This is an optimization exercise on Yosys and OpenROAD, whose aim is small area, not a production implementation. The RTL was checked by simulation tests, not by an equivalence proof against the original design. No activity file was given, so power comes from the tool's default toggle rates.

`design.v`:
```
module scd41_meas_decoder (
    input  wire        clk,
    input  wire        rst,
    input  wire        in_valid,
    input  wire [7:0]  in_data,
    output wire        in_ready,
    output reg         out_valid,
    output reg  [15:0] co2,
    output reg  [15:0] raw_t,
    output reg  [15:0] raw_rh,
    output wire [31:0] temp,
    output wire [31:0] rh
);
    reg [4:0]  g;
    reg [3:0]  n;
    reg        f;         
    reg [3:0]  st;
    reg [15:0] rc, rt, rr;
    reg [23:0] w;
    reg [31:0] rtf;
    reg [7:0]  rm8;
    reg        cy, sign;
    reg [4:0]  u;
    reg [27:0] rh_q;
    reg [28:0] temp_q;
    wire rh_e654 = !rh_q[27] && (rh_q[26:23] != 4'd0);
    assign rh   = {1'b0, rh_q[27], {3{rh_e654}}, rh_q[26:0]};
    assign temp = {temp_q[28:27], {3{~temp_q[27]}}, temp_q[26:0]};
    wire       ch   = st[3];
    wire [2:0] sc   = st[2:0];
    wire       idle = (st == 4'b1011);
    wire       g0  = (g == 5'd0);
    wire       g16 = (g == 5'd16);
    wire       g30 = (g == 5'd30);
    wire       g31 = (g == 5'd31);
    wire       ea  = rm8[0];       
    wire is_data = !n[1];
    wire hi      = !n[1] && !n[0];
    wire n7      = (n == 4'b1001);                 
    wire n8      = (n == 4'b1010);                 
    wire n9      = n[3] && n[2];
    wire start   = (n == 4'b0110) || (n == 4'b1000) || n7;
    wire acc = n8 ? ch : n7 ? !idle : !n9;
    wire wr  = in_valid && acc && is_data && (g[3] == hi);
    assign in_ready = acc && (!is_data || (g[3] == hi && g[2:0] == 3'd7 && f));
    wire take   = in_valid && in_ready;
    wire in_bit = in_data[g[2:0]];
    wire wr_c = wr && n[3:2] == 2'd0;
    wire wr_t = wr && n[3:2] == 2'd1;
    wire wr_r = wr && n[3:2] == 2'd2;
    wire prod  = !idle && !sc[2];
    wire first = !idle && sc == 3'd0;
    wire pg    = sc == 3'd4;
    wire rota  = sc == 3'd5;
    wire rotb  = sc == 3'd6;
    wire em    = sc == 3'd7;
    wire lo16  = !g[4];
    wire act   = !(g[4] && g[3]);                    
    wire [2:0] i = g[2:0];
    localparam [7:0] K_Q   = 8'd210;    
    localparam [7:0] K_EXP = 8'd111;    
    reg tap, msk, neg;
    always @(*) begin
        case ({ch, sc[1:0]})
            3'b000:  begin tap = rt[9];  msk = (i != 3'd7);            neg = 1'b0; end  
            3'b001:  begin tap = rt[11]; msk = (i[2:1] != 2'b11) && (i != 3'd5); neg = 1'b0; end  
            3'b010:  begin tap = rt[12]; msk = !i[2];                  neg = 1'b0; end  
            3'b011:  begin tap = rt[0];  msk = 1'b0;                   neg = lo16 || K_Q[i]; end  
            3'b100:  begin tap = rr[9];  msk = (i != 3'd7);            neg = 1'b0; end  
            3'b101:  begin tap = rr[11]; msk = (i[2:1] != 2'b11) && (i != 3'd5); neg = 1'b1; end  
            default: begin tap = rr[14]; msk = (i[2:1] == 2'b00);      neg = 1'b0; end  
        endcase
    end
    wire op   = neg ^ (tap & (lo16 || msk));
    wire [3:0] d  = 4'd8 - u[3:0];
    wire       la = rota && (d[2:0] != 3'd0) && (lo16 || (!g[3] && i < d[2:0]));   
    wire       lb = rotb && d[3] && act;
    wire       loop = la || lb;
    wire       rm_tap = rm8[~d[2:0] + 3'd1];                   
    wire found = |u;
    wire c3   = (g[2] & u[2]) | ((g[2] | u[2]) & ((g[1] & u[1]) | ((g[1] | u[1]) & g[0] & u[0])));
    wire qsel = u[4] && g[4] && !g[3] && c3;
    wire src  = qsel ? w[16 + u[2:0]] : w[0];
    wire ebit = src ^ sign;
    reg  ub;
    always @(*) begin
        case (i)
            3'd0: ub = u[0];
            3'd1: ub = u[1];
            3'd2: ub = u[2];
            3'd3: ub = u[3];
            3'd4: ub = u[4];
            default: ub = 1'b0;
        endcase
    end
    wire kb = K_EXP[i];
    wire ad_a = em ? (act ? ebit : ub) : (!first && (lo16 ? w[0] : w[16]));
    wire ad_b = prod ? op : (em && (g0 || (!act && kb && found)));
    wire ad_c = g0 ? (!em && !first && ea) : cy;
    wire ad_s = ad_a ^ ad_b ^ ad_c;
    wire ad_o = (ad_a & ad_b) | (ad_a & ad_c) | (ad_b & ad_c);
    wire eout = g0 ? sign : ad_s;
    wire sbit = ad_s ^ sign;           
    wire em_rh = em && ch;
    wire w15_ad = ((prod || pg) && lo16) || (em_rh && act && (g[4] || g[3]));
    wire rm_ad  = em_rh && !g[4] && !g[3] && !g0;
    always @(posedge clk) begin
        rc  <= {wr_c ? in_bit : rc[0], rc[15:1]};
        rt  <= {wr_t ? in_bit : rt[0], rt[15:1]};
        rr  <= {wr_r ? in_bit : rr[0], rr[15:1]};
        w[14:0]  <= w[15:1];
        w[15]    <= w15_ad ? ad_s : la ? rm_tap : lb ? rm8[0] : w[0];
        w[22:16] <= w[23:17];
        w[23]    <= (!lo16 && (act ? (prod || pg) : em_rh)) ? ad_s : w[16];
        rtf <= {(em && !ch) ? eout : rtf[0], rtf[31:1]};
        rm8 <= {rm_ad ? ad_s : loop ? w[0] : (prod && g16) ? cy : rm8[0], rm8[7:1]};
        cy <= ad_o;
        if (prod && g30)
            sign <= w[16] & w[17];
        if (pg && act && (g0 || sbit))
            u <= sbit ? g : 5'd0;
        f <= (g[2:0] == 3'd0) ? wr : (f && wr);
        if (rst) begin
            g         <= 5'd0;
            n         <= 4'd0;
            st        <= 4'b1011;
            out_valid <= 1'b0;
        end else begin
            g <= g + 5'd1;
            if (take) begin
                n <= n[1] ? {n[3:2] + 2'd1, 2'd0} : {n[3:2], n[1:0] + 2'd1};
            end
            out_valid <= 1'b0;
            if (g31) begin
                if (idle) begin
                    if (start)
                        st <= 4'b0000;
                end else if (st == 4'b0111) begin
                    if (n8)
                        st <= 4'b1000;
                end else if (st == 4'b1010)
                    st <= 4'b1100;
                else if (st == 4'b1111)
                    st <= 4'b1011;
                else
                    st <= st + 4'd1;
            end
            if (idle && g0 && n9) begin
                co2       <= rc;
                raw_t     <= rt;
                raw_rh    <= rr;
                temp_q    <= {rtf[0], rtf[31], rtf[27:1]};
                rh_q      <= {w[23], w[19:16], w[7:0], w[15:8], rm8[7:1]};
                out_valid <= 1'b1;
                n         <= 4'd0;
            end
        end
    end
endmodule
```
`flow/run.sh`:
```
#!/bin/bash
# The standard ORFS layout (standard.sh) with these changes:
#  - synthesis is synth_recipe.tcl unchanged except that ABC maps for area
#    only (flow/abc_area.script: no buffering or sizing, no delay target),
#    and the full-adder extraction is skipped (ADDER_MAP_FILE empty);
#  - ports are buffered with buf_1 instead of the flow's default buffer;
#  - CTS clusters sinks with small clock buffers and no dummy loads.
set -euo pipefail
here=$(pwd)
{
  head -n 1 synth_recipe.tcl
  echo 'proc abc {args} {'
  echo '  set i [lsearch $args -script]'
  echo "  if {\$i >= 0} { lset args [expr {\$i + 1}] $here/flow/abc_area.script }"
  echo '  set j [lsearch $args -D]'
  echo '  if {$j >= 0} { set args [lreplace $args $j [expr {$j + 1}]] }'
  echo '  yosys abc {*}$args'
  echo '}'
  tail -n +2 synth_recipe.tcl
} > synth_area.tcl
bash standard.sh \
  "SYNTH_SCRIPT=$here/synth_area.tcl" \
  'ADDER_MAP_FILE=' \
  'BUFFER_PORTS_ARGS=-buffer_cell sky130_fd_sc_hd__buf_1' \
  'CTS_ARGS=-sink_clustering_enable -repair_clock_nets -dont_use_dummy_load -sink_clustering_size 20 -sink_clustering_max_diameter 60 -buf_list {sky130_fd_sc_hd__clkbuf_8}' \
  finish > standard_flow.log 2>&1
```
`flow/abc_area.script`:
```
strash; dch -f; amap; mfs2; strash; dch -f; amap; topo
```
`standard.sh`:
```
#!/bin/bash
# synth_recipe.tcl (not shown) runs the flow's synth.tcl, then flattens the netlist and writes it again
# the make line also repeats each setting of config.mk as NAME=value (left out here)
make -C /OpenROAD-flow-scripts/flow DESIGN_CONFIG=/design/flow/config.mk WORK_HOME=/design/flow/orfs CLKGATE_MAP_FILE= SYNTH_SCRIPT=/design/flow/synth_recipe.tcl "${@:-finish}"
```
`config.mk`:
```
export PLATFORM = sky130hd
export DESIGN_NAME = scd41_meas_decoder
export DESIGN_NICKNAME = scd41_meas_decoder
export VERILOG_FILES = /design/flow/design.v
export SDC_FILE = /design/flow/constraint.sdc
export NUM_CORES = 4
export LEC_CHECK = 0
export ABC_AREA = 1
export CAP_MARGIN = 20
export CORE_MARGIN = 2
export CORE_UTILIZATION = 40
export PLACE_DENSITY = 0.6
export SLEW_MARGIN = 20
```
`constraint.sdc`:
```
create_clock -name core_clock -period 10.0 [get_ports {clk}]
set_input_delay 2.0000 -clock core_clock [delete_from_list [all_inputs] [get_ports {clk}]]
set_output_delay 2.0000 -clock core_clock [all_outputs]
set_load 0.01 [all_outputs]
```
==> results of run 1 <==
[synth_stat cells, drive strengths merged]
library cell and count:
a311oi 1, a21oi 19, o22ai 7, nor3b 1, conb 1, or2 2
a222oi 5, o21ai 16, nand2b 1, a31oi 3, nor2 63, o22a 4
dfxtp 128, a221oi 4, a32o 2, a211oi 5, o21a 1, a32oi 1
o32ai 3, nand3 1, a2111oi 1, nand2 20, edfxtp 111, nor3 10
a22oi 4, o221ai 7, clkinv 39, a22o 3, nor4 3, buf 7
[through the flow]
step	util	hold WS (ns)	cell area, µm²	power (µW)	cells
after floorplan	-	0.310	7100	1060	473
after global placement	0.451	0.313	7810	1070	815
after detailed placement	0.451	0.312	7810	1070	815
after CTS	0.465	0.313	8040	1490	832
after global routing	0.465	0.324	8040	1520	832
final	0.465	0.318	8040	1470	832
[worst max-delay path: stages (launching register included)]
cell	delay, ns
dfxtp_1	0.45
clkinv_1	0.24
nor2_1	0.28
clkinv_1	0.18
nor3_1	0.41
a221oi_1	0.20
o21a_1	0.16
buf_1	0.13
[layer usage]
| metal | vias to the layer above | wire, µm |
|---|---|---|
| met5 | - | 0 |
| met2 | 128 | 5630 |
| li1 | 1967 | - |
| met1 | 1873 | 5750 |
| met3 | 25 | 755 |
| met4 | 0 | 274 |
[state kept, by name, indices dropped and copies added, names as in the netlist, 8 cells and up]
signal	flops
rc	16
raw_t	16
raw_rh	16
temp_q	29
rr	16
co2	16
rt	16
rm8	8
w	24
rtf	32
rh_q	28
[worst paths after layout]
path	from	cells past startpoint	to	slack [ns]
worst max register to register	g[1]	14	u[0]	5.54
worst min register to register	rtf[28]	0	rtf[27]	0.32
worst min-delay path	rtf[28]	0	rtf[27]	0.32
worst max-delay path	st[3]	7	in_ready	5.45
[area by class of cell]
class / count / area, µm²
flip-flops and latches: 239 / 5900
inverters: 39 / 146
fillers: 1574 / 9250
multi-input cells: 188 / 1020
repair buffers: 124 / 469
clock buffers: 17 / 234
well taps: 225 / 282
[kinds of logic after synthesis]
kind of cell / count (synthesis)
other: 1
AOI/OAI and AO/OA: 86
buffers and inverters: 46
and+or+nand+nor: 101
DFF: 239
[where the power goes]
group | switching, µW | total [µW] | internal (µW) | leakage (µW)
logic | 18.5 | 27.9 | 9.36 | 0.000473
registers | 4.79 | 1020 | 1020 | 0.00205
clock network | 262 | 415 | 154 | 0.000122
==> metrics.csv, run 1 <==
stage,metric,value,unit
outcome,status,finished clean,
floorplanning,core,17300,µm²
run,cap_violations,0,
synthesis,synthXorXnorAreaFrac,0,
clock_tree,htree_levels,1,
floorplanning,initial_core_util,0.410,
synthesis,synth_top_area_share,0.470,
placement,dpl_worst_slack,5.65,ns
worst_setup_path,required,8.00,ns
worst_setup_path,worst_setup_path_end_kind,output port,
pwr,power.leakage,0.00265,µW
synthesis,synth_area_leaders,"edfxtp_1 47%, dfxtp_1 36%, nor2_1 3.3%",
grt,first_global_vias,3818,
synthesis,yosys.area.top_type,edfxtp_1,
sta,hold_viol,0,
placement,gp_congestion,0.885,
sta,period_share,0.455,
sta,relSlewSlack,0.364,
clock_tree,insertion_delay,0.52,ns
sta,fin_crit,4.55,ns
clock_tree,post_cts_buffers,0,
hold_path,hp-class,flop to flop,
route,wl_per_cell,14.9,µm
final_layout,fin_nets,620,
worst_setup_path,critPathMaxFanout,6,
synthesis,synth.distinct_cells,31,
sta,rsz0062_at_grt,no,
grt,grt_use_total,0.130,
grt,grtUsageMet2,0.210,
synthesis,synthAdderAreaFrac,0,
floorplanning,die_area,18800,µm²
grt,use_met1,0.176,
worst_setup_path,arrival,2.55,ns
pwr,irDropWorstVdd,0.0000829,V
synthesis,synthCells,473,
worst_setup_path,startpoint_type,flop,
sta,skew,0.0746,ns
route,drc,0,
clock_tree,cts_sinks,239,
clock_tree,clk_path_buf_depth,3,
synthesis,ys_seq_elements,239,
clock_tree,clk_pin_slew,0.11,ns
route,first_pass_iters,5,
sta,timing.setup.tns,0,ns
grt,grt_overflow,0,
clock_tree,cts_root_buf,clkbuf_8,
grt,top_usage_layer,met2,
sta,layout_setup_ws,5.45,ns
sta,setup_violations,0,
synthesis,ys_seq_area_frac,0.830,
route,wl,12.4,mm
synthesis,yosys_warnings,1,
synthesis,syn_nets,484,
final_layout,diodes,0,
route,vias,3993,
clock_tree,post_cts_resized,0,
synthesis,synth-simple-area-share,0.0580,
synthesis,synth_top_family_by_area,compound AO/OA/AOI/OAI gates,
grt,grt_pass1_wl,19.2,mm
worst_setup_path,path_class,flop to output port,
floorplanning,die_h,137,µm
final_layout,final_cell_mix,"128 x dfxtp_1, 123 x buf_1, 111 x edfxtp_1",
route,vias_per_cell,4.80,
sta,slew_viol_final,0,
route,drtIter0Drc,360,
synthesis,synth-compound-area-share,0.0835,
floorplanning,ios,125,
sta,maxClockFrequency,0.220,GHz
placement,port_buffers,123,
pwr,p_per_area,182,nW/µm²
final_layout,final_common_cell,dfxtp_1,
final_layout,drive_above_1_share,0.0313,
floorplanning,rows,48,
synthesis,syn_avg_cell_area,15.0,µm²
floorplanning,die_w,137,µm
clock_tree,numCtsBuffers,17,
route,antenna_left,0,
synthesis,synth_area,7100,µm²
synthesis,synthMuxAreaShare,0,
grt,antenna_found_initial,0,
sta,tightest_slew,0.954,ns
grt,grt_max_degree,80,
clock_tree,cts_tree,yes,
grt,grtUsageMet3,0.0243,
placement,hpwl,8.87,mm
final_layout,area_growth,13.3,%
clock_tree,hold_buffers,0,
==> inputs of run 2 (changes only) <==
--- a/flow/run.sh
+++ b/flow/run.sh
@@ -22,5 +22,5 @@
   "SYNTH_SCRIPT=$here/synth_area.tcl" \
   'ADDER_MAP_FILE=' \
   'BUFFER_PORTS_ARGS=-buffer_cell sky130_fd_sc_hd__buf_1' \
-  'CTS_ARGS=-sink_clustering_enable -repair_clock_nets -dont_use_dummy_load -sink_clustering_size 20 -sink_clustering_max_diameter 60 -buf_list {sky130_fd_sc_hd__clkbuf_8}' \
+  'CTS_ARGS=-sink_clustering_enable -repair_clock_nets -dont_use_dummy_load -sink_clustering_size 11 -sink_clustering_max_diameter 40 -buf_list {sky130_fd_sc_hd__clkbuf_4} -root_buf sky130_fd_sc_hd__clkbuf_8 -tree_buf {sky130_fd_sc_hd__clkbuf_8}' \
   finish > standard_flow.log 2>&1
==> run 2 against run 1 <==
Net effect: still clean; sequential power is essentially flat; global-route usage grew 0.21 points; sequential cell count is the same.
==> metrics.csv, run 2 <==
stage,metric,value,unit
pwr,p_switching,288,µW
pwr,clkPwrFrac,0.281,
grt,grt_pass1_wl,19.5,mm
route,wl_met2,5.74,mm
synthesis,yosys.area.top_type,edfxtp_1,
final_layout,final_common_cell,dfxtp_1,
hold_path,hp-class,flop to flop,
sta,rsz0062_at_grt,no,
synthesis,synthArstFlopShare,0,
sta,relSlewSlack,0.364,
final_layout,largest_reg_flops,32,
route,vias_per_cell,4.80,
run,cap_violations,0,
sta,maxClockFrequency,0.217,GHz
synthesis,yosys_warnings,1,
sta,timing.setup.tns,0,ns
synthesis,ys_seq_area_frac,0.830,
pwr,combPwrFrac,0.019,
route,wl,12.5,mm
final_layout,reg_top3,"rtf (32), temp_q (29), rh_q (28)",
placement,dp_cells,815,
clock_tree,cts_sinks,239,
sta,fin_crit,4.61,ns
placement,port_buffers,123,
clock_tree,htree_levels,1,
synthesis,synth_top_area_share,0.470,
clock_tree,clk_pin_slew,0.12,ns
pwr,switching_share,0.196,
clock_tree,numCtsBuffers,29,
final_layout,fin_nets,632,
grt,grt_use_total,0.132,
synthesis,synth_commonest_cells,"128 x dfxtp_1, 111 x edfxtp_1, 63 x nor2_1",
grt,first_global_vias,3928,
hold_path,hp-start,rtf[31],
sta,tightest_slew,0.953,ns
sta,skew,0.0853,ns
synthesis,ys_seq_elements,239,
final_layout,drive_above_1_share,0.0501,
route,wl_met3,836,µm
sta,setup_violations,0,
final_layout,regMostFlops,rtf,
final_layout,diodes,0,
clock_tree,cts_root_buf,clkbuf_8,
pwr,intPower,1180,µW
worst_setup_path,ff2ff_setup_slack,5.54,ns
synthesis,synthCells,473,
clock_tree,clk_path_buf_depth,3,
floorplanning,ios,125,
hold_path,min_to,rtf[30],
route,top_layer,met4,
route,drtIter0Drc,341,
placement,hpwl,8.87,mm
worst_setup_path,critPathMaxFanout,8,
worst_setup_path,reg2reg_depth,13,
clock_tree,post_cts_buffers,0,
floorplanning,rows,48,
route,wl_per_cell,14.8,µm
route,vias,4053,
sta,layout_setup_ws,5.39,ns
final_layout,finalNonFillerCells,844,
clock_tree,insertion_delay,0.52,ns
placement,gp_congestion,0.885,
worst_setup_path,r2r_end,u[4],
grt,antenna_found_initial,0,
worst_setup_path,arrival,2.61,ns
worst_setup_path,r2r_start,g[1],
synthesis,synth_area,7100,µm²
clock_tree,cts_tree,yes,
worst_setup_path,startpoint_type,flop,
synthesis,synth_flop_cell,dfxtp_1,
worst_setup_path,worst_setup_path_end_kind,output port,
clock_tree,post_cts_resized,0,
pwr,irDropWorstVdd,0.0000671,V
pwr,pwr-share-seq,0.700,
final_layout,final_cell_mix,"128 x dfxtp_1, 123 x buf_1, 111 x edfxtp_1",
final_layout,fin_util,0.465,
synthesis,syn_avg_cell_area,15.0,µm²
clock_tree,hold_buffers,0,
outcome,status,finished clean,
placement,dpl_worst_slack,5.65,ns
final_layout,area_growth,13.3,%
route,met1Wirelength,5.70,mm
grt,grt_max_degree,80,
route,drc,0,
floorplanning,die_area,18800,µm²
sta,hold_slack,0.313,ns
pwr,p_per_area,182,nW/µm²
route,first_pass_iters,5,
worst_setup_path,required,8.00,ns
sta,slew_viol_final,0,
grt,grt_overflow,0,
sta,hold_viol,0,
pwr,power.leakage,0.00267,µW
synthesis,syn_nets,484,
synthesis,synth_edf_count,111,
sta,period_share,0.461,
synthesis,synth.distinct_cells,31,
floorplanning,die_h,137,µm
worst_setup_path,path_class,flop to output port,
floorplanning,core,17300,µm²
route,antenna_left,0,
hold_path,holdPathStages,0,
floorplanning,die_w,137,µm
floorplanning,initial_core_util,0.410,
synthesis,synth_area_leaders,"edfxtp_1 47%, dfxtp_1 36%, nor2_1 3.3%",
synthesis,synth_most_common_cell,dfxtp_1,
## run 2: cell counts after synthesis
No cell type changed its count.
## run 2: area by class of cell
cell class                 instances  area [µm²]
tap                              225         282
multi-input combinational        188        1020
timing repair buffer             124         469
sequential                       239        5900
fill                            1579        9250
inverter                          39         146
clock buffer                      29         236
## run 2: worst max-delay path, stage by stage (launching register included)
cell,delay [ns]
dfxtp_1,0.48
clkinv_1,0.18
nor2_1,0.29
clkinv_1,0.19
nor3_1,0.45
a221oi_1,0.21
o21a_1,0.16
buf_1,0.13
## run 2: worst max path at each step
stage | start | end | slack [ns] | cells past startpoint
after global routing | st[1] | in_ready | 5.09 | 7
after CTS | st[1] | in_ready | 5.43 | 7
after global placement | st[3] | u[0] | 5.77 | 14
after floorplan | rst | co2[0] | 3.06 | 1
after detailed placement | g[1] | u[0] | 5.65 | 14
final | st[1] | in_ready | 5.39 | 7
## run 2: cells by family (layout without fill, tap and decap cells)
group,count (synthesis),in the layout,synth area share
simple gates,101,101,0.0580
other cells,1,1,0.000528
compound gates,86,86,0.0835
buf+inv,46,192,0.0275
flops,239,239,0.830
## run 2: metal layers
metal,track usage,vias up
met5,0,-
met4,0.0510,0
met3,0.0280,19
met2,0.213,151
met1,0.176,1874
li1,-,2009
## run 2: power groups by stage
stage	Combinational, µW	Sequential (µW)	Clock [µW]
floorplan	19.8	1040	0
global placement	27.1	1050	0
detailed placement	27.7	1050	0
CTS	27.8	1020	437
global route	31.0	1030	472
finish	28.1	1020	412
## run 2: per-stage QoR
step                power (µW)  instance area [µm²]
floorplan                 1060                 7100
global placement          1070                 7810
detailed placement        1070                 7810
CTS                       1490                 8050
global route              1530                 8050
finish                    1460                 8050
==> inputs of run 3 (changes only) <==
--- a/flow/run.sh
+++ b/flow/run.sh
@@ -22,5 +22,5 @@
   "SYNTH_SCRIPT=$here/synth_area.tcl" \
   'ADDER_MAP_FILE=' \
   'BUFFER_PORTS_ARGS=-buffer_cell sky130_fd_sc_hd__buf_1' \
-  'CTS_ARGS=-sink_clustering_enable -repair_clock_nets -dont_use_dummy_load -sink_clustering_size 11 -sink_clustering_max_diameter 40 -buf_list {sky130_fd_sc_hd__clkbuf_4} -root_buf sky130_fd_sc_hd__clkbuf_8 -tree_buf {sky130_fd_sc_hd__clkbuf_8}' \
+  'CTS_ARGS=-sink_clustering_enable -repair_clock_nets -dont_use_dummy_load -sink_clustering_size 30 -sink_clustering_max_diameter 100 -buf_list {sky130_fd_sc_hd__clkbuf_16} -root_buf sky130_fd_sc_hd__clkbuf_8 -tree_buf {sky130_fd_sc_hd__clkbuf_8}' \
   finish > standard_flow.log 2>&1
==> flow/abc_area.script (replaced) <==
strash; &get -n; &deepsyn -T 20; &put; dch -f; amap; topo
==> run 3 against run 2 <==
Net effect: sequential power about the same; highest routed layer unchanged; die area is 0.73% lower; routed wire length up 1.9%; cell area shrank 0.51%; maximum frequency up 4.8%; synthesized area fell by 0.76%; critical path depth unchanged; cell count decreased by 2.4%.
==> metrics.csv, run 3 <==
stage,metric,value,unit
outcome,status,finished clean,
worst_setup_path,cp_slowest_cell,dfxtp_1,
placement,gp_congestion,0.884,
synthesis,synth_most_common_cell,dfxtp_1,
synthesis,yosys.area.top_type,edfxtp_1,
hold_path,hp-start,rtf[29],
final_layout,reg_top3,"rtf (32), temp_q (29), rh_q (28)",
worst_setup_path,startpoint_type,flop,
sta,tightest_slew,0.730,ns
grt,first_global_vias,3850,
placement,hpwl,8.92,mm
synthesis,synth_edf_count,111,
sta,hold_viol,0,
placement,dp_cells,813,
clock_tree,insertion_delay,0.48,ns
route,antenna_left,0,
synthesis,syn_avg_cell_area,15.0,µm²
synthesis,yosys_warnings,1,
worst_setup_path,arrival,2.40,ns
sta,layout_setup_ws,5.60,ns
final_layout,nFillCells,1580,
hold_path,hp-class,flop to flop,
sta,relSlewSlack,0.510,
worst_setup_path,cp_slowest_stage_delay,0.45,ns
run,cap_violations,0,
route,wl,12.7,mm
synthesis,synth_area,7050,µm²
final_layout,drive_above_1_share,0.0234,
clock_tree,cts_tree,yes,
synthesis,synth_commonest_cells,"128 x dfxtp_1, 111 x edfxtp_1, 60 x nor2_1",
final_layout,diodes,0,
worst_setup_path,ff2ff_setup_slack,6.28,ns
worst_setup_path,r2r_start,u[0],
floorplanning,ios,125,
clock_tree,clk_pin_slew,0.11,ns
clock_tree,numCtsBuffers,11,
pwr,p_per_area,183,nW/µm²
sta,setup_violations,0,
sta,rsz0062_at_grt,no,
synthesis,synth.distinct_cells,34,
synthesis,synth_area_leaders,"edfxtp_1 47%, dfxtp_1 36%, nor2_1 3.2%",
clock_tree,clk_path_buf_depth,3,
worst_setup_path,worst_setup_path_end_kind,output port,
grt,grt_max_degree,58,
worst_setup_path,crit_top_cell,nor2_1,
final_layout,largest_reg_flops,32,
grt,grt_overflow,0,
grt,antenna_found_initial,0,
placement,port_buffers,123,
sta,fin_crit,4.40,ns
clock_tree,post_cts_resized,0,
route,drtIter0Drc,254,
floorplanning,die_w,137,µm
floorplanning,die_area,18700,µm²
synthesis,synthArstFlopShare,0,
final_layout,area_growth,13.6,%
synthesis,synth_top_area_share,0.473,
worst_setup_path,crit_start,st[3],
sta,slew_viol_final,0,
final_layout,regArea,5900,µm²
worst_setup_path,critPathMaxFanout,6,
worst_setup_path,required,8.00,ns
clock_tree,cts_root_buf,clkbuf_8,
sta,skew,0.0163,ns
route,vias,3959,
floorplanning,initial_core_util,0.409,
pwr,power.leakage,0.00266,µW
synthesis,syn_nets,481,
synthesis,synth_flop_cell,dfxtp_1,
sta,timing.setup.tns,0,ns
floorplanning,core,17200,µm²
route,first_pass_iters,4,
final_layout,finalNonFillerCells,824,
worst_setup_path,path_class,flop to output port,
final_layout,multi_input_area,977,µm²
pwr,irDropWorstVdd,0.000103,V
sta,maxClockFrequency,0.227,GHz
clock_tree,cts_sinks,239,
clock_tree,hold_buffers,0,
sta,period_share,0.440,
floorplanning,rows,48,
worst_setup_path,crit_chain,clkinv_1 -> nor2_1 -> nand3_1 -> or3_1 -> a31oi_1 -> nor2_1 -> buf_1,
pwr,finalPower,1460,µW
route,vias_per_cell,4.80,
final_layout,final_common_cell,dfxtp_1,
grt,grt_pass1_wl,20.1,mm
clock_tree,post_cts_buffers,0,
synthesis,ys_seq_elements,239,
synthesis,synthCells,470,
final_layout,regMostFlops,rtf,
floorplanning,die_h,137,µm
clock_tree,htree_levels,1,
grt,grt_use_total,0.136,
route,drc,0,
placement,dpl_worst_slack,6.15,ns
route,wl_per_cell,15.5,µm
synthesis,ys_seq_area_frac,0.837,
final_layout,final_cell_mix,"128 x dfxtp_1, 123 x buf_1, 111 x edfxtp_1",
final_layout,fin_nets,612,
## run 3: changes by cell type after synthesis, sizes merged, moves of 3 or more
| cell | previous run | this run |
|---|---|---|
| a31oi | 3 | 8 |
| nand3 | 1 | 8 |
| a221oi | 4 | 1 |
| nand2 | 20 | 25 |
| a222oi | 5 | 1 |
| nor2 | 63 | 60 |
| a21oi | 19 | 15 |
| clkinv | 39 | 35 |
| o22a | 4 | 0 |
| a22o | 3 | 0 |
| o21ai | 16 | 13 |
| o211ai | 0 | 3 |
## run 3: cell type report
cell class                      instances  share of cell area
Timing Repair Buffer                  125              0.0596
Multi-Input combinational cell        189               0.122
Sequential cell                       239               0.737
Clock buffer                           11              0.0302
Inverter                               35              0.0164
Tap cell                              225              0.0352
## run 3: critical path: cells and delay by family (launching register included)
family / cells / cell delay [ns]
simple gates: 4 / 0.91
buf+inv: 2 / 0.36
flops: 1 / 0.45
compound gates: 1 / 0.19
## run 3: worst paths after layout
path | endpoint | cells past startpoint
setup / recovery | in_ready | 7
hold / removal | rtf[28] | 0
setup reg to reg | u[3] | 14
hold reg to reg | rtf[28] | 0
## run 3: kinds of logic (layout without fill, tap and decap cells)
family	count (synthesis)	in the layout	share of synthesized area
flip-flops	239	239	0.837
AND/OR/NAND/NOR	116	116	0.0700
AO/OA/AOI/OAI	72	72	0.0671
buffers and inverters	42	171	0.0256
other	1	1	0.000532
## run 3: power by group
part / internal (µW) / switching (µW) / total (µW)
registers: 1020 / 1.99 / 1020
clock network: 173 / 258 / 431
logic: 4.89 / 11.8 / 16.7
total: 1190 / 272 / 1460
## run 3: metrics by stage
stage	cell area, µm²	utilization	hold WS, ns
after floorplan	7050	-	0.310
after global placement	7760	0.450	0.311
after detailed placement	7760	0.450	0.314
final	8000	0.464	0.338
after CTS	8000	0.464	0.340
after global routing	8000	0.464	0.347
## run 3: routing by layer
| metal | GRT usage | vias up | part of all wire |
|---|---|---|---|
| li1 | - | 1926 | - |
| met1 | 0.189 | 1898 | 0.47 |
| met2 | 0.223 | 118 | 0.46 |
| met3 | 0.0222 | 17 | 0.052 |
| met4 | 0.0347 | 0 | 0.017 |
| met5 | 0 | - | 0 |
==> inputs of run 4 (changes only) <==
--- a/design.v
+++ b/design.v
@@ -33,6 +33,7 @@
     wire       g16 = (g == 5'd16);
     wire       g30 = (g == 5'd30);
     wire       g31 = (g == 5'd31);
+    wire       c3  = (g[2] & u[2]) | ((g[2] | u[2]) & ((g[1] & u[1]) | ((g[1] | u[1]) & g[0] & u[0])));
     wire       ea  = rm8[0];       
     wire is_data = !n[1];
     wire hi      = !n[1] && !n[0];
@@ -72,15 +73,14 @@
         endcase
     end
     wire op   = neg ^ (tap & (lo16 || msk));
-    wire [3:0] d  = 4'd8 - u[3:0];
-    wire       la = rota && (d[2:0] != 3'd0) && (lo16 || (!g[3] && i < d[2:0]));   
-    wire       lb = rotb && d[3] && act;
+    wire       u_lo0 = (u[2:0] == 3'd0);
+    wire       la = rota && (act || (!u_lo0 && !c3));
+    wire       lb = rotb && !(u[3] ^ u_lo0) && act;
     wire       loop = la || lb;
-    wire       rm_tap = rm8[~d[2:0] + 3'd1];                   
+    wire       rm_tap = u_lo0 ? w[0] : rm8[u[2:0]];
     wire found = |u;
-    wire c3   = (g[2] & u[2]) | ((g[2] | u[2]) & ((g[1] & u[1]) | ((g[1] | u[1]) & g[0] & u[0])));
     wire qsel = u[4] && g[4] && !g[3] && c3;
-    wire src  = qsel ? w[16 + u[2:0]] : w[0];
+    wire src  = qsel ? w[16] : w[0];
     wire ebit = src ^ sign;
     reg  ub;
     always @(*) begin
@@ -109,9 +109,9 @@
         rt  <= {wr_t ? in_bit : rt[0], rt[15:1]};
         rr  <= {wr_r ? in_bit : rr[0], rr[15:1]};
         w[14:0]  <= w[15:1];
-        w[15]    <= w15_ad ? ad_s : la ? rm_tap : lb ? rm8[0] : w[0];
+        w[15]    <= w15_ad ? ad_s : la ? w[16] : lb ? rm8[0] : w[0];
         w[22:16] <= w[23:17];
-        w[23]    <= (!lo16 && (act ? (prod || pg) : em_rh)) ? ad_s : w[16];
+        w[23]    <= (!lo16 && (act ? (prod || pg) : em_rh)) ? ad_s : la ? rm_tap : w[16];
         rtf <= {(em && !ch) ? eout : rtf[0], rtf[31:1]};
         rm8 <= {rm_ad ? ad_s : loop ? w[0] : (prod && g16) ? cy : rm8[0], rm8[7:1]};
         cy <= ad_o;
==> run 4 against run 3 <==
Net effect: still clean; register-to-register slack worse by 0.18 ns; worst hold slack worse by 0.011 ns; via count down 1.9%; combinational power up 25%; clock skew up 0.0090 ns; cell count down 0.36%; sequential share of layout area up 0.10 points; worst setup slack worse by 0.050 ns; sequential cell count unchanged; critical path depth up 1; critical path type unchanged.
==> metrics.csv, run 4 <==
stage,metric,value,unit
grt,grt_max_degree,60,
floorplanning,die_area,18700,µm²
synthesis,ys_seq_elements,239,
clock_tree,clk_path_buf_depth,3,
worst_setup_path,startpoint_type,flop,
clock_tree,post_cts_resized,0,
route,vias,3884,
clock_tree,clk_pin_slew,0.11,ns
synthesis,synth_top_area_share,0.474,
worst_setup_path,required,8.00,ns
grt,grt_use_total,0.125,
placement,hpwl,8.32,mm
route,wl_per_cell,14.6,µm
clock_tree,hold_buffers,0,
placement,gp_congestion,0.873,
run,cap_violations,0,
sta,fin_crit,4.45,ns
final_layout,diodes,0,
route,first_pass_iters,4,
route,antenna_left,0,
floorplanning,ios,125,
clock_tree,cts_tree,yes,
sta,period_share,0.445,
worst_setup_path,reg2reg_depth,18,
sta,slew_viol_final,0,
worst_setup_path,critPathMaxFanout,7,
final_layout,fin_area,7990,µm²
worst_setup_path,arrival,2.45,ns
worst_setup_path,path_class,flop to output port,
synthesis,yosys_warnings,1,
synthesis,syn_avg_cell_area,15.1,µm²
pwr,irDropWorstVdd,0.000136,V
sta,maxClockFrequency,0.225,GHz
clock_tree,post_cts_buffers,0,
final_layout,regMostFlops,rtf,
route,wl,12.0,mm
final_layout,regArea,5900,µm²
pwr,finalPower,1470,µW
sta,setup_violations,0,
pwr,power.leakage,0.00266,µW
synthesis,synthCells,466,
grt,grt_overflow,0,
final_layout,multi_input_area,951,µm²
synthesis,synth_area_leaders,"edfxtp_1 47%, dfxtp_1 36%, nor2_1 3.3%",
final_layout,final_common_cell,dfxtp_1,
worst_setup_path,worst_setup_path_end_kind,output port,
final_layout,fin_nets,609,
placement,port_buffers,123,
synthesis,ys_seq_area_frac,0.839,
clock_tree,cts_root_buf,clkbuf_8,
final_layout,final_cell_mix,"128 x dfxtp_1, 123 x buf_1, 111 x edfxtp_1",
clock_tree,htree_levels,1,
floorplanning,die_w,137,µm
hold_path,hp-class,flop to flop,
sta,hold_viol,0,
sta,rsz0062_at_grt,no,
final_layout,reg_top3,"rtf (32), temp_q (29), rh_q (28)",
final_layout,drive_above_1_share,0.0252,
placement,place_area,7750,µm²
final_layout,nFillCells,1561,
synthesis,synth.distinct_cells,37,
final_layout,largest_reg_flops,32,
final_layout,area_growth,13.7,%
synthesis,synth_edf_count,111,
synthesis,synthArstFlopShare,0,
route,drc,0,
clock_tree,cts_sinks,239,
grt,grt_pass1_wl,18.5,mm
synthesis,synth_area,7030,µm²
route,drtIter0Drc,201,
sta,skew,0.0253,ns
synthesis,synth_commonest_cells,"128 x dfxtp_1, 111 x edfxtp_1, 61 x nor2_1",
floorplanning,die_h,137,µm
synthesis,synth_most_common_cell,dfxtp_1,
floorplanning,core,17200,µm²
sta,relSlewSlack,0.472,
hold_path,holdPathStages,0,
clock_tree,numCtsBuffers,11,
route,vias_per_cell,4.73,
synthesis,syn_nets,477,
clock_tree,insertion_delay,0.49,ns
synthesis,yosys.area.top_type,edfxtp_1,
sta,timing.setup.tns,0,ns
synthesis,synth_flop_cell,dfxtp_1,
sta,tightest_slew,0.792,ns
floorplanning,initial_core_util,0.408,
grt,antenna_found_initial,0,
grt,first_global_vias,3651,
floorplanning,rows,48,
outcome,status,finished clean,
pwr,p_per_area,184,nW/µm²
==> run 4: changes by cell type in the layout (fill, tap and decap cells not counted), sizes merged, moves of 4 or more <==
cell / previous run / this run
nand2: 25 / 18
o32ai: 5 / 1
nand3: 8 / 4
nor3: 10 / 14
==> run 4: worst paths after layout <==
path | end | startpoint | slack [ns]
worst max register to register | u[2] | u[1] | 6.10
worst min register to register | rtf[27] | rtf[28] | 0.33
worst min-delay path | rtf[27] | rtf[28] | 0.33
worst max-delay path | in_ready | g[1] | 5.55
==> run 4: metal layers <==
layer	vias up	global-route usage	wire (µm)
met5	-	0	0
met4	0	0.0313	229
met3	17	0.0244	725
met2	118	0.203	5400
met1	1837	0.174	5620
li1	1912	-	-
==> run 4: area by class of cell <==
class	instances	area share
timing repair buffer	126	0.0606
inverter	37	0.0174
sequential	239	0.738
tap	225	0.0352
multi-input combinational	183	0.119
clock buffer	11	0.0302
==> run 4: worst max-delay path, cell delays in order (launching register included) <==
cell	delay (ns)
dfxtp_1	0.45
clkinv_1	0.14
nor2_1	0.17
clkinv_1	0.18
nor2_1	0.24
clkinv_1	0.22
nor3_1	0.22
o21a_1	0.14
buf_1	0.19
==> run 4: per-stage QoR <==
stage          hold slack, ns   util  std cells  setup WS (ns)
2_1_floorplan           0.310      -        466          0.164
3_3_place_gp            0.313  0.450        810           6.14
6_report                0.327  0.464        821           5.55
4_1_cts                 0.330  0.464        821           5.52
3_5_place_dp            0.312  0.450        810           6.09
5_1_grt                 0.338  0.464        821           5.26
==> run 4: where the power goes <==
part           switching [µW]  internal [µW]  leakage [µW]  total, µW
registers                2.57           1020       0.00204       1020
clock network             259            173      0.000120        432
logic                    14.7           6.14      0.000498       20.9
total                     277           1200       0.00266       1470
==> run 4: cell families after synthesis <==
group | count (synthesis) | share of synthesized area
AOI/OAI and AO/OA | 74 | 0.0691
buffers and inverters | 44 | 0.0267
DFF | 239 | 0.839
other | 1 | 0.000533
and+or+nand+nor | 108 | 0.0650
==> inputs of run 5 (changes only) <==
==> flow/abc_area.script (replaced) <==
strash; dch -f; amap; mfs2; strash; dch -f; amap; topo
==> run 5 against run 4 <==
Net effect: sequential share of layout area grew 0.15 points; still clean on timing, DRC and antenna; largest cell class unchanged; clock skew increased by 0.0016 ns; clock power about the same; critical endpoint unchanged.
==> metrics.csv, run 5 <==
stage,metric,value,unit
clock_tree,cts_sinks,239,
floorplanning,ios,125,
synthesis,synth_most_common_cell,dfxtp_1,
sta,relSlewSlack,0.359,
floorplanning,die_area,18600,µm²
pwr,p_per_area,186,nW/µm²
grt,first_global_vias,3590,
final_layout,reg_top3,"rtf (32), temp_q (29), rh_q (28)",
clock_tree,hold_buffers,0,
grt,grt_pass1_wl,18.5,mm
final_layout,diodes,0,
final_layout,largest_reg_flops,32,
clock_tree,cts_root_buf,clkbuf_8,
pwr,p_switching,282,µW
clock_tree,post_cts_resized,0,
sta,rsz0062_at_grt,no,
floorplanning,core,17200,µm²
pwr,pwr-share-seq,0.690,
floorplanning,die_w,137,µm
synthesis,synth_flop_cell,dfxtp_1,
floorplanning,rows,48,
clock_tree,clk_path_buf_depth,3,
synthesis,synthArstFlopShare,0,
route,antenna_left,0,
synthesis,synth_top_area_share,0.474,
worst_setup_path,path_class,flop to output port,
synthesis,synth_edf_count,111,
worst_setup_path,startpoint_type,flop,
clock_tree,insertion_delay,0.49,ns
hold_path,min_to,rtf[27],
synthesis,synth_commonest_cells,"128 x dfxtp_1, 111 x edfxtp_1, 62 x nor2_1",
synthesis,ys_seq_elements,239,
final_layout,drive_above_1_share,0.0221,
sta,setup_violations,0,
worst_setup_path,r2r_end,u[2],
route,drtIter0Drc,292,
sta,skew,0.0269,ns
worst_setup_path,r2r_start,g[1],
synthesis,ys_seq_area_frac,0.839,
floorplanning,initial_core_util,0.408,
placement,gp_congestion,0.883,
sta,fin_crit,4.33,ns
final_layout,area_growth,13.5,%
pwr,power.leakage,0.00261,µW
pwr,intPower,1200,µW
placement,hpwl,8.28,mm
grt,grt_max_degree,79,
sta,slew_viol_final,0,
clock_tree,cts_tree,yes,
route,drc,0,
worst_setup_path,ff2ff_setup_slack,5.91,ns
hold_path,holdPathStages,0,
pwr,irDropWorstVdd,0.000120,V
sta,period_share,0.433,
pwr,combPwrFrac,0.019,
synthesis,synthCells,461,
synthesis,synth.distinct_cells,35,
clock_tree,clk_pin_slew,0.11,ns
final_layout,fin_nets,602,
synthesis,yosys.area.top_type,edfxtp_1,
hold_path,hp-class,flop to flop,
route,first_pass_iters,4,
sta,hold_viol,0,
final_layout,regMostFlops,rtf,
sta,timing.setup.tns,0,ns
clock_tree,numCtsBuffers,11,
synthesis,yosys_warnings,1,
final_layout,final_common_cell,dfxtp_1,
grt,grt_use_total,0.124,
pwr,clkPwrFrac,0.290,
placement,port_buffers,123,
run,cap_violations,0,
worst_setup_path,reg2reg_depth,15,
synthesis,syn_avg_cell_area,15.2,µm²
clock_tree,htree_levels,1,
hold_path,hp-start,rtf[28],
grt,grt_overflow,0,
sta,maxClockFrequency,0.231,GHz
pwr,switching_share,0.190,
outcome,status,finished clean,
sta,tightest_slew,0.962,ns
synthesis,syn_nets,472,
route,vias,3815,
route,wl,11.8,mm
final_layout,final_cell_mix,"128 x dfxtp_1, 123 x buf_1, 111 x edfxtp_1",
worst_setup_path,critPathMaxFanout,5,
grt,antenna_found_initial,0,
pwr,finalPower,1480,µW
route,vias_per_cell,4.69,
synthesis,synth_area_leaders,"edfxtp_1 47%, dfxtp_1 36%, nor2_1 3.3%",
worst_setup_path,required,8.00,ns
worst_setup_path,worst_setup_path_end_kind,output port,
worst_setup_path,arrival,2.33,ns
floorplanning,die_h,137,µm
clock_tree,post_cts_buffers,0,
route,wl_per_cell,14.5,µm
synthesis,synth_area,7030,µm²
[run 5: cell types whose count changed after synthesis, moves of 3 or more]
cell,delta
nor3_1,-5
a31oi_1,-4
a32o_1,+3
a211oi_1,+4
o22ai_1,-3
a21oi_1,+4
nand4_1,+3
nand2_1,+3
o21ai_0,-7
[run 5: area by class of cell]
cell class / count / area [µm²]
inverter: 37 / 139
timing repair buffer: 124 / 469
multi-input combinational: 178 / 950
sequential: 239 / 5900
fill: 1551 / 9260
tap: 225 / 282
clock buffer: 11 / 241
[run 5: worst max path at each step]
stage / start / to / slack [ns]
CTS: st[1] / in_ready / 5.65
finish: g[1] / in_ready / 5.67
detailed placement: rst / rh_q[25] / 5.73
global placement: rst / rh_q[7] / 5.78
global route: g[1] / in_ready / 5.42
floorplan: rst / co2[0] / 3.06
[run 5: logic make-up after synthesis]
kind of cell	after synthesis	share of synthesized area
AO/OA/AOI/OAI	74	0.0732
buffers and inverters	44	0.0267
flip-flops	239	0.839
other	1	0.000534
AND/OR/NAND/NOR	103	0.0604
[run 5: power groups by stage]
stage | clock [µW] | sequential [µW] | combinational (µW)
2_1_floorplan | 0 | 1040 | 20.6
3_3_place_gp | 0 | 1050 | 27.7
3_5_place_dp | 0 | 1050 | 28.0
4_1_cts | 451 | 1020 | 28.3
5_1_grt | 479 | 1030 | 32.3
6_report | 431 | 1020 | 28.7
[run 5: metal layers]
layer  track usage  part of all wire  up-vias
met5             0                 0        -
met4        0.0307             0.018        0
met3        0.0237             0.060       13
met2         0.205              0.45      110
met1         0.170              0.47     1792
li1              -                 -     1900
[run 5: critical path, stage by stage, from the launching register on]
cell	delay, ns
dfxtp_1	0.43
clkinv_1	0.19
nor2_1	0.32
clkinv_1	0.14
nor2_1	0.27
nand2_1	0.11
nor2_1	0.09
o21a_1	0.13
buf_1	0.16
[run 5: stage by stage]
step | cells | area, µm² | hold slack (ns) | worst slack, ns | utilization
after CTS | 814 | 7980 | 0.344 | 5.65 | 0.463
after global placement | 803 | 7730 | 0.315 | 5.78 | 0.449
after detailed placement | 803 | 7730 | 0.316 | 5.73 | 0.449
final | 814 | 7980 | 0.336 | 5.67 | 0.463
after floorplan | 461 | 7030 | 0.310 | 3.06 | -
after global routing | 814 | 7980 | 0.350 | 5.42 | 0.463
==> inputs of run 6 (changes only) <==
--- a/config.mk
+++ b/config.mk
@@ -8,6 +8,6 @@
 export ABC_AREA = 1
 export CAP_MARGIN = 20
 export CORE_MARGIN = 2
-export CORE_UTILIZATION = 40
-export PLACE_DENSITY = 0.6
+export CORE_UTILIZATION = 50
+export PLACE_DENSITY = 0.7
 export SLEW_MARGIN = 20
==> run 6 against run 5 <==
Net effect: still clean on timing, DRC and antenna; die area shrank 19%; cell count down 5.5%; sequential cell count stayed put; synthesized cell count did not move; register-to-register slack improved by 0.17 ns; combinational power barely moved; clock skew shrank 0.010 ns; global-route usage grew 2.5 points; critical path type unchanged; largest cell class unchanged.
==> metrics.csv, run 6 <==
stage,metric,value,unit
outcome,status,finished clean,
grt,grt_use_total,0.149,
floorplanning,die_w,123,µm
final_layout,fin_util,0.573,
clock_tree,htree_levels,1,
sta,hold_viol,0,
synthesis,synth.distinct_cells,35,
synthesis,yosys.area.top_type,edfxtp_1,
clock_tree,numCtsBuffers,11,
synthesis,ys_seq_area_frac,0.839,
pwr,p_per_area,187,nW/µm²
worst_setup_path,cp_slowest_cell,dfxtp_1,
clock_tree,clk_pin_slew,0.10,ns
clock_tree,hold_buffers,0,
route,vias,3872,
route,drtIter0Drc,297,
sta,slew_viol_final,0,
clock_tree,cts_tree,yes,
pwr,finalPower,1480,µW
floorplanning,initial_core_util,0.508,
final_layout,reg_top3,"rtf (32), temp_q (29), rh_q (28)",
sta,relSlewSlack,0.324,
clock_tree,insertion_delay,0.48,ns
synthesis,synth_most_common_cell,dfxtp_1,
final_layout,diodes,0,
synthesis,synth_area,7030,µm²
final_layout,regMostFlops,rtf,
sta,rsz0062_at_grt,no,
sta,timing.setup.tns,0,ns
worst_setup_path,crit_buf_inv,2,
synthesis,synth_commonest_cells,"128 x dfxtp_1, 111 x edfxtp_1, 62 x nor2_1",
sta,maxClockFrequency,0.231,GHz
pwr,irDropWorstVdd,0.000105,V
floorplanning,die_h,123,µm
placement,gp_congestion,0.918,
sta,hold_slack,0.335,ns
worst_setup_path,required,8.00,ns
sta,period_share,0.433,
placement,port_buffers,123,
grt,first_global_vias,3501,
synthesis,syn_nets,472,
pwr,power.leakage,0.00261,µW
route,first_pass_iters,5,
synthesis,synth_top_area_share,0.474,
worst_setup_path,cp_slowest_stage_delay,0.47,ns
worst_setup_path,crit_top_cell,nor2_1,
route,antenna_left,0,
sta,fin_crit,4.33,ns
clock_tree,post_cts_resized,0,
final_layout,largest_reg_flops,32,
route,vias_per_cell,5.04,
clock_tree,cts_root_buf,clkbuf_8,
placement,place_area,7680,µm²
final_layout,final_cell_mix,"128 x dfxtp_1, 123 x buf_1, 111 x edfxtp_1",
grt,grt_overflow,0,
route,drc,0,
grt,antenna_found_initial,0,
worst_setup_path,worst_setup_path_end_kind,output port,
final_layout,final_common_cell,dfxtp_1,
synthesis,synthCells,461,
placement,hpwl,8.03,mm
synthesis,syn_avg_cell_area,15.2,µm²
hold_path,hp-class,flop to flop,
final_layout,fin_nets,602,
synthesis,ys_seq_elements,239,
clock_tree,post_cts_buffers,0,
sta,tightest_slew,1.01,ns
synthesis,synth_area_leaders,"edfxtp_1 47%, dfxtp_1 36%, nor2_1 3.3%",
synthesis,synth_flop_cell,dfxtp_1,
synthesis,synth_edf_count,111,
floorplanning,core,13800,µm²
final_layout,area_growth,12.7,%
sta,skew,0.0167,ns
worst_setup_path,path_class,flop to output port,
run,cap_violations,0,
final_layout,fin_area,7920,µm²
sta,setup_violations,0,
worst_setup_path,critPathMaxFanout,7,
worst_setup_path,startpoint_type,flop,
grt,grt_max_degree,83,
synthesis,synthArstFlopShare,0,
floorplanning,ios,125,
synthesis,yosys_warnings,1,
clock_tree,clk_path_buf_depth,3,
route,wl,11.5,mm
floorplanning,rows,43,
final_layout,drive_above_1_share,0.0221,
worst_setup_path,arrival,2.33,ns
worst_setup_path,crit_chain,clkinv_1 -> nor2_1 -> nand2_1 -> nor2_1 -> a221oi_1 -> o21a_1 -> buf_1,
route,wl_per_cell,14.9,µm
worst_setup_path,path_delay_family,simple AND/OR/NAND/NOR gates,
grt,grt_pass1_wl,17.6,mm
clock_tree,cts_sinks,239,
floorplanning,die_area,15000,µm²
[run 6: cell type report]
class | count | area [µm²]
Sequential cell | 239 | 5900
Inverter | 37 | 139
Multi-Input combinational cell | 178 | 950
Tap cell | 180 | 225
Fill cell | 1119 | 5910
Timing Repair Buffer | 124 | 469
Clock buffer | 11 | 241
[run 6: cell families after synthesis]
group / count (synthesis) / synth area share
buf+inv: 44 / 0.0267
flops: 239 / 0.839
other cells: 1 / 0.000534
compound gates: 74 / 0.0732
simple gates: 103 / 0.0604
[run 6: worst register-to-register path, delay by kind of cell, from the launching register on]
kind            cells  cell delay (ns)
flops               1             0.40
simple gates        6             0.96
buf+inv             2             0.31
compound gates      7             1.87
[run 6: stage by stage]
step / std cells / setup WS [ns]
after global routing: 769 / 5.45
after detailed placement: 758 / 5.82
after floorplan: 461 / 3.06
after CTS: 769 / 5.68
final: 769 / 5.67
after global placement: 758 / 5.87
[run 6: path summary, 6_finish.rpt]
check,end,from,slack [ns],cells past startpoint
worst max-delay path,in_ready,st[1],5.67,7
worst min register to register,rtf[27],rtf[28],0.34,0
worst min-delay path,rtf[27],rtf[28],0.34,0
worst max register to register,u[0],g[1],6.08,15
[run 6: per-layer routing]
| metal | global-route usage | routed length (µm) | share of wire |
|---|---|---|---|
| met5 | 0 | 0 | 0 |
| met4 | 0.0395 | 180 | 0.016 |
| met3 | 0.0251 | 721 | 0.063 |
| met2 | 0.231 | 5080 | 0.44 |
| met1 | 0.221 | 5470 | 0.48 |
[run 6: report_power, final]
part	total (µW)	internal (µW)	switching [µW]
clock	427	173	255
combinational	28.5	9.42	19.1
sequential	1020	1020	4.26
total	1480	1200	278
==> inputs of run 7 (changes only) <==
--- a/flow/run.sh
+++ b/flow/run.sh
@@ -22,5 +22,5 @@
   "SYNTH_SCRIPT=$here/synth_area.tcl" \
   'ADDER_MAP_FILE=' \
   'BUFFER_PORTS_ARGS=-buffer_cell sky130_fd_sc_hd__buf_1' \
-  'CTS_ARGS=-sink_clustering_enable -repair_clock_nets -dont_use_dummy_load -sink_clustering_size 30 -sink_clustering_max_diameter 100 -buf_list {sky130_fd_sc_hd__clkbuf_16} -root_buf sky130_fd_sc_hd__clkbuf_8 -tree_buf {sky130_fd_sc_hd__clkbuf_8}' \
+  'CTS_ARGS=-sink_clustering_enable -repair_clock_nets -dont_use_dummy_load -sink_clustering_size 22 -sink_clustering_max_diameter 55 -buf_list {sky130_fd_sc_hd__clkbuf_8}' \
   finish > standard_flow.log 2>&1
--- a/config.mk
+++ b/config.mk
@@ -8,6 +8,6 @@
 export ABC_AREA = 1
 export CAP_MARGIN = 20
 export CORE_MARGIN = 2
-export CORE_UTILIZATION = 50
-export PLACE_DENSITY = 0.7
+export CORE_UTILIZATION = 40
+export PLACE_DENSITY = 0.6
 export SLEW_MARGIN = 20
==> run 7 against run 6 <==
Net effect: clock power shrank 5.9%; clock skew grew 0.047 ns; total power shrank 1.7%; die area grew 24%; sequential cell count is the same; synthesized area is the same; combinational power is essentially flat; clock-buffer cell count grew 5; largest cell class unchanged.
==> metrics.csv, run 7 <==
stage,metric,value,unit
synthesis,synth_most_common_cell,dfxtp_1,
clock_tree,hold_buffers,0,
synthesis,synth_top_area_share,0.474,
pwr,p_per_area,183,nW/µm²
final_layout,final_cell_mix,"128 x dfxtp_1, 123 x buf_1, 111 x edfxtp_1",
clock_tree,cts_sinks,239,
grt,grt_max_degree,79,
worst_setup_path,critPathMaxFanout,7,
floorplanning,die_w,137,µm
floorplanning,ios,125,
worst_setup_path,cp_slowest_cell,dfxtp_1,
synthesis,yosys_warnings,1,
hold_path,hp-class,flop to flop,
worst_setup_path,worst_setup_path_end_kind,output port,
floorplanning,die_h,137,µm
final_layout,reg_top3,"rtf (32), temp_q (29), rh_q (28)",
final_layout,fin_area,7960,µm²
worst_setup_path,arrival,2.31,ns
final_layout,area_growth,13.2,%
final_layout,finalNonFillerCells,819,
worst_setup_path,crit_buf_inv,2,
synthesis,yosys.area.top_type,edfxtp_1,
sta,setup_violations,0,
final_layout,regMostFlops,rtf,
sta,relSlewSlack,0.369,
synthesis,synthCells,461,
final_layout,fin_nets,607,
route,drtIter0Drc,266,
sta,slew_viol_final,0,
final_layout,drive_above_1_share,0.0303,
worst_setup_path,cp.depth,7,
clock_tree,post_cts_buffers,0,
floorplanning,initial_core_util,0.408,
grt,antenna_found_initial,0,
synthesis,synth_area,7030,µm²
outcome,status,finished clean,
synthesis,synth_flop_cell,dfxtp_1,
grt,first_global_vias,3631,
worst_setup_path,path_class,flop to output port,
grt,grt_pass1_wl,18.5,mm
route,wl,11.8,mm
placement,hpwl,8.28,mm
route,vias_per_cell,4.72,
synthesis,ys_seq_area_frac,0.839,
hold_path,holdPathStages,0,
synthesis,synth.distinct_cells,35,
floorplanning,rows,48,
sta,tightest_slew,0.947,ns
synthesis,ys_seq_elements,239,
placement,dp_cells,803,
sta,maxClockFrequency,0.232,GHz
synthesis,syn_avg_cell_area,15.2,µm²
worst_setup_path,crit_chain,clkinv_1 -> nor2_1 -> nand2_1 -> nor2_1 -> a221oi_1 -> o21a_1 -> buf_1,
sta,skew,0.0637,ns
worst_setup_path,reg2reg_depth,15,
pwr,irDropWorstVdd,0.0000834,V
worst_setup_path,required,8.00,ns
worst_setup_path,cp_slowest_stage_delay,0.46,ns
clock_tree,cts_root_buf,clkbuf_8,
sta,hold_viol,0,
floorplanning,core,17200,µm²
clock_tree,numCtsBuffers,16,
clock_tree,clk_pin_slew,0.12,ns
sta,timing.setup.tns,0,ns
placement,place_area,7730,µm²
clock_tree,clk_path_buf_depth,3,
placement,dpl_worst_slack,5.73,ns
run,cap_violations,0,
final_layout,largest_reg_flops,32,
worst_setup_path,path_delay_family,simple AND/OR/NAND/NOR gates,
clock_tree,post_cts_resized,0,
clock_tree,htree_levels,1,
worst_setup_path,crit_top_cell,nor2_1,
route,first_pass_iters,5,
floorplanning,die_area,18600,µm²
sta,period_share,0.431,
placement,gp_congestion,0.883,
sta,fin_crit,4.31,ns
synthesis,synth_commonest_cells,"128 x dfxtp_1, 111 x edfxtp_1, 62 x nor2_1",
route,antenna_left,0,
route,vias,3869,
sta,rsz0062_at_grt,no,
synthesis,synth_area_leaders,"edfxtp_1 47%, dfxtp_1 36%, nor2_1 3.3%",
pwr,power.leakage,0.00260,µW
route,wl_per_cell,14.4,µm
clock_tree,insertion_delay,0.51,ns
grt,grt_overflow,0,
final_layout,diodes,0,
placement,port_buffers,123,
synthesis,syn_nets,472,
final_layout,final_common_cell,dfxtp_1,
worst_setup_path,startpoint_type,flop,
sta,layout_setup_ws,5.69,ns
synthesis,synth_edf_count,111,
clock_tree,cts_tree,yes,
synthesis,synthArstFlopShare,0,
route,drc,0,
grt,grt_use_total,0.126,
final_layout,nFillCells,1550,
==> run 7: cell counts after synthesis <==
No cell type changed its count.
==> run 7: area by class of cell <==
class / count / area (µm²) / area share
well taps: 225 / 282 / 0.0354
inverters: 37 / 139 / 0.0175
clock buffers: 16 / 220 / 0.0277
flip-flops and latches: 239 / 5900 / 0.741
multi-input cells: 178 / 950 / 0.119
repair buffers: 124 / 469 / 0.0590
==> run 7: stage by stage <==
step	hold WS, ns	power, µW	util
after floorplan	0.310	1070	-
after global placement	0.315	1070	0.449
after detailed placement	0.316	1070	0.449
after CTS	0.290	1480	0.462
after global routing	0.285	1510	0.462
final	0.288	1450	0.462
==> run 7: final timing paths <==
kind              startpoint       end  slack (ns)
setup / recovery       st[1]  in_ready        5.69
hold / removal       rtf[28]   rtf[27]        0.29
setup reg to reg        g[1]      u[3]        5.93
hold reg to reg      rtf[28]   rtf[27]        0.29
==> run 7: logic make-up after synthesis <==
| logic type | after synthesis | synth area share |
|---|---|---|
| and+or+nand+nor | 103 | 0.0604 |
| buffers and inverters | 44 | 0.0267 |
| other | 1 | 0.000534 |
| DFF | 239 | 0.839 |
| AOI/OAI and AO/OA | 74 | 0.0732 |
==> run 7: per-layer routing <==
metal | part of all wire | track usage
met2 | 0.45 | 0.204
met4 | 0.021 | 0.0411
met1 | 0.46 | 0.169
met3 | 0.070 | 0.0259
met5 | 0 | 0
==> run 7: where the power goes <==
group | internal (µW) | switching, µW
logic | 9.41 | 19.3
clock network | 145 | 256
registers | 1020 | 4.30
total | 1170 | 280
==> inputs of run 8 (changes only) <==
--- a/flow/run.sh
+++ b/flow/run.sh
@@ -22,5 +22,5 @@
   "SYNTH_SCRIPT=$here/synth_area.tcl" \
   'ADDER_MAP_FILE=' \
   'BUFFER_PORTS_ARGS=-buffer_cell sky130_fd_sc_hd__buf_1' \
-  'CTS_ARGS=-sink_clustering_enable -repair_clock_nets -dont_use_dummy_load -sink_clustering_size 22 -sink_clustering_max_diameter 55 -buf_list {sky130_fd_sc_hd__clkbuf_8}' \
+  'CTS_ARGS=-sink_clustering_enable -repair_clock_nets -dont_use_dummy_load -sink_clustering_size 13 -sink_clustering_max_diameter 45 -buf_list {sky130_fd_sc_hd__clkbuf_4} -root_buf sky130_fd_sc_hd__clkbuf_8 -tree_buf {sky130_fd_sc_hd__clkbuf_8}' \
   finish > standard_flow.log 2>&1
==> run 8 against run 7 <==
Net effect: sequential cell count did not move; synthesized area did not move; worst hold slack improved by 0.0083 ns; critical path type unchanged.
==> metrics.csv, run 8 <==
stage,metric,value,unit
outcome,status,finished clean,
clock_tree,post_cts_buffers,0,
pwr,p_switching,280,µW
worst_setup_path,cp_slowest_cell,dfxtp_1,
worst_setup_path,r2r_start,g[1],
clock_tree,hold_buffers,0,
worst_setup_path,cp_slowest_stage_delay,0.42,ns
pwr,clkPwrFrac,0.266,
placement,dp_cells,803,
placement,port_buffers,123,
final_layout,diodes,0,
pwr,power.leakage,0.00261,µW
route,wl,11.9,mm
pwr,intPower,1150,µW
floorplanning,rows,48,
final_layout,nFillCells,1564,
synthesis,ys_seq_elements,239,
pwr,irDropWorstVdd,0.0000597,V
sta,layout_setup_ws,5.70,ns
worst_setup_path,critPathMaxFanout,5,
clock_tree,post_cts_resized,0,
pwr,finalPower,1430,µW
worst_setup_path,cp.depth,8,
synthesis,synthCells,461,
worst_setup_path,startpoint_type,flop,
clock_tree,cts_tree,yes,
final_layout,area_growth,12.9,%
final_layout,fin_nets,615,
placement,gp_congestion,0.883,
synthesis,synth_area,7030,µm²
grt,grt_pass1_wl,18.8,mm
hold_path,hp-class,flop to flop,
synthesis,ys_seq_area_frac,0.839,
sta,maxClockFrequency,0.233,GHz
final_layout,drive_above_1_share,0.0432,
synthesis,synth.distinct_cells,35,
grt,first_global_vias,3723,
floorplanning,die_h,137,µm
synthesis,synth_flop_cell,dfxtp_1,
hold_path,min_to,rtf[30],
floorplanning,ios,125,
worst_setup_path,path_class,flop to output port,
sta,skew,0.0645,ns
final_layout,final_common_cell,dfxtp_1,
grt,grt_overflow,0,
sta,slew_viol_final,0,
final_layout,regMostFlops,rtf,
sta,period_share,0.430,
synthesis,synthArstFlopShare,0,
synthesis,synth_area_leaders,"edfxtp_1 47%, dfxtp_1 36%, nor2_1 3.3%",
synthesis,synth_edf_count,111,
clock_tree,cts_root_buf,clkbuf_8,
clock_tree,clk_path_buf_depth,3,
worst_setup_path,r2r_end,u[0],
sta,timing.setup.tns,0,ns
grt,grt_max_degree,79,
floorplanning,die_w,137,µm
floorplanning,initial_core_util,0.408,
synthesis,synth_most_common_cell,dfxtp_1,
sta,tightest_slew,0.956,ns
clock_tree,insertion_delay,0.52,ns
synthesis,synth_top_area_share,0.474,
placement,hpwl,8.28,mm
final_layout,fin_area,7930,µm²
clock_tree,clk_pin_slew,0.12,ns
synthesis,syn_avg_cell_area,15.2,µm²
route,wl_per_cell,14.3,µm
synthesis,synth_commonest_cells,"128 x dfxtp_1, 111 x edfxtp_1, 62 x nor2_1",
run,cap_violations,0,
final_layout,largest_reg_flops,32,
synthesis,yosys.area.top_type,edfxtp_1,
grt,antenna_found_initial,0,
sta,fin_crit,4.30,ns
pwr,pwr-share-seq,0.714,
sta,rsz0062_at_grt,no,
floorplanning,die_area,18600,µm²
clock_tree,cts_sinks,239,
final_layout,finalNonFillerCells,827,
hold_path,hp-start,rtf[31],
placement,dpl_worst_slack,5.73,ns
route,first_pass_iters,5,
placement,place_area,7730,µm²
route,drc,0,
worst_setup_path,worst_setup_path_end_kind,output port,
grt,grt_use_total,0.127,
pwr,combPwrFrac,0.020,
worst_setup_path,arrival,2.30,ns
sta,hold_viol,0,
hold_path,holdPathStages,0,
worst_setup_path,crit_top_cell,nor2_1,
synthesis,syn_nets,472,
final_layout,final_cell_mix,"128 x dfxtp_1, 123 x buf_1, 111 x edfxtp_1",
worst_setup_path,reg2reg_depth,15,
sta,setup_violations,0,
worst_setup_path,crit_buf_inv,3,
worst_setup_path,required,8.00,ns
route,drtIter0Drc,337,
synthesis,yosys_warnings,1,
worst_setup_path,crit_chain,clkinv_1 -> nor2_1 -> clkinv_1 -> nor2_1 -> nand2_1 -> nor2_1 -> o21a_1 -> buf_1,
route,vias,3953,
final_layout,reg_top3,"rtf (32), temp_q (29), rh_q (28)",
worst_setup_path,path_delay_family,simple AND/OR/NAND/NOR gates,
pwr,switching_share,0.195,
pwr,p_per_area,181,nW/µm²
floorplanning,core,17200,µm²
worst_setup_path,ff2ff_setup_slack,5.92,ns
clock_tree,numCtsBuffers,24,
clock_tree,htree_levels,1,
sta,relSlewSlack,0.362,
route,antenna_left,0,
route,vias_per_cell,4.78,
==> run 8: routing by layer <==
metal | up-vias | track usage | wire, µm
li1 | 1929 | - | -
met1 | 1850 | 0.172 | 5380
met2 | 151 | 0.204 | 5500
met3 | 23 | 0.0252 | 745
met4 | 0 | 0.0451 | 225
met5 | - | 0 | 0
==> run 8: final cells by class <==
class | instances | area [µm²] | share of cell area
clock buffers | 24 | 199 | 0.0251
inverters | 37 | 139 | 0.0175
multi-input cells | 178 | 950 | 0.120
flip-flops and latches | 239 | 5900 | 0.743
well taps | 225 | 282 | 0.0355
repair buffers | 124 | 469 | 0.0591
==> run 8: logic make-up (layout without fill, tap and decap cells) <==
logic type      Yosys count  after routing  share of synthesized area
flops                   239            239                      0.839
simple gates            103            103                     0.0604
compound gates           74             74                     0.0732
buf+inv                  44            185                     0.0267
other cells               1              1                   0.000534
==> run 8: worst register-to-register path, delay by kind of cell, from the launching register on <==
kind	cells	cell delay, ns
DFF	1	0.42
and+or+nand+nor	6	1.02
buffers and inverters	2	0.33
AOI/OAI and AO/OA	7	1.94
==> run 8: through the flow <==
stage,hold WS [ns],util
floorplan,0.310,-
global placement,0.315,0.449
detailed placement,0.316,0.449
CTS,0.296,0.460
global route,0.302,0.460
finish,0.296,0.460
==> run 8: power groups by stage <==
| stage | Clock (µW) | Combinational (µW) | Sequential, µW |
|---|---|---|---|
| floorplan | 0 | 20.6 | 1040 |
| global placement | 0 | 27.7 | 1050 |
| detailed placement | 0 | 28.0 | 1050 |
| CTS | 408 | 28.3 | 1020 |
| global route | 443 | 32.3 | 1030 |
| finish | 382 | 28.8 | 1020 |
==> run 8: how the worst max path moves through the flow <==
stage          slack [ns]  endpoint  start
3_3_place_gp         5.78   rh_q[7]    rst
6_report             5.70  in_ready   g[1]
2_1_floorplan        3.06    co2[0]    rst
4_1_cts              5.67  in_ready  st[1]
5_1_grt              5.43  in_ready   g[1]
3_5_place_dp         5.73  rh_q[25]    rst

static timing again, ports no longer ideal:
The results above use ideal ports. As a check the final layouts listed here were re-extracted and re-timed, cells and wires unchanged. Step 1 assumes that a clkbuf_16 drives the clock port and a buf_2 every other input. Step 2 adds t to the input delays and takes it off the output delays; t is the mean of the earliest and latest rising clock arrival at the registers after step 1. Input paths then give back, and output paths get back, about the clock's delay inside the block. Three values: ideal ports, drivers, drivers and shift; two values: the first two.
run	shift t [ns]	setup WS [ns]	clock arrival spread, ns	slew at the worst register clock pin (ns)	cell pins on the clock port's net
run 1	0.520	5.451 / 5.413 / 5.542	0.075 / 0.076	0.11 / 0.11	1
run 2	0.518	5.391 / 5.355 / 5.539	0.085 / 0.085	0.12 / 0.12	1
run 3	0.507	5.602 / 5.565 / 6.072	0.017 / 0.016	0.11 / 0.11	1
run 4	0.513	5.552 / 5.517 / 6.030	0.027 / 0.028	0.11 / 0.11	1
run 5	0.514	5.671 / 5.635 / 5.750	0.027 / 0.027	0.11 / 0.11	1
run 6	0.502	5.671 / 5.635 / 5.841	0.017 / 0.017	0.11 / 0.11	1
run 7	0.511	5.691 / 5.655 / 5.729	0.064 / 0.064	0.12 / 0.12	1
run 8	0.526	5.700 / 5.665 / 5.745	0.064 / 0.065	0.12 / 0.12	1
After both steps setup and hold are still met in every run listed.
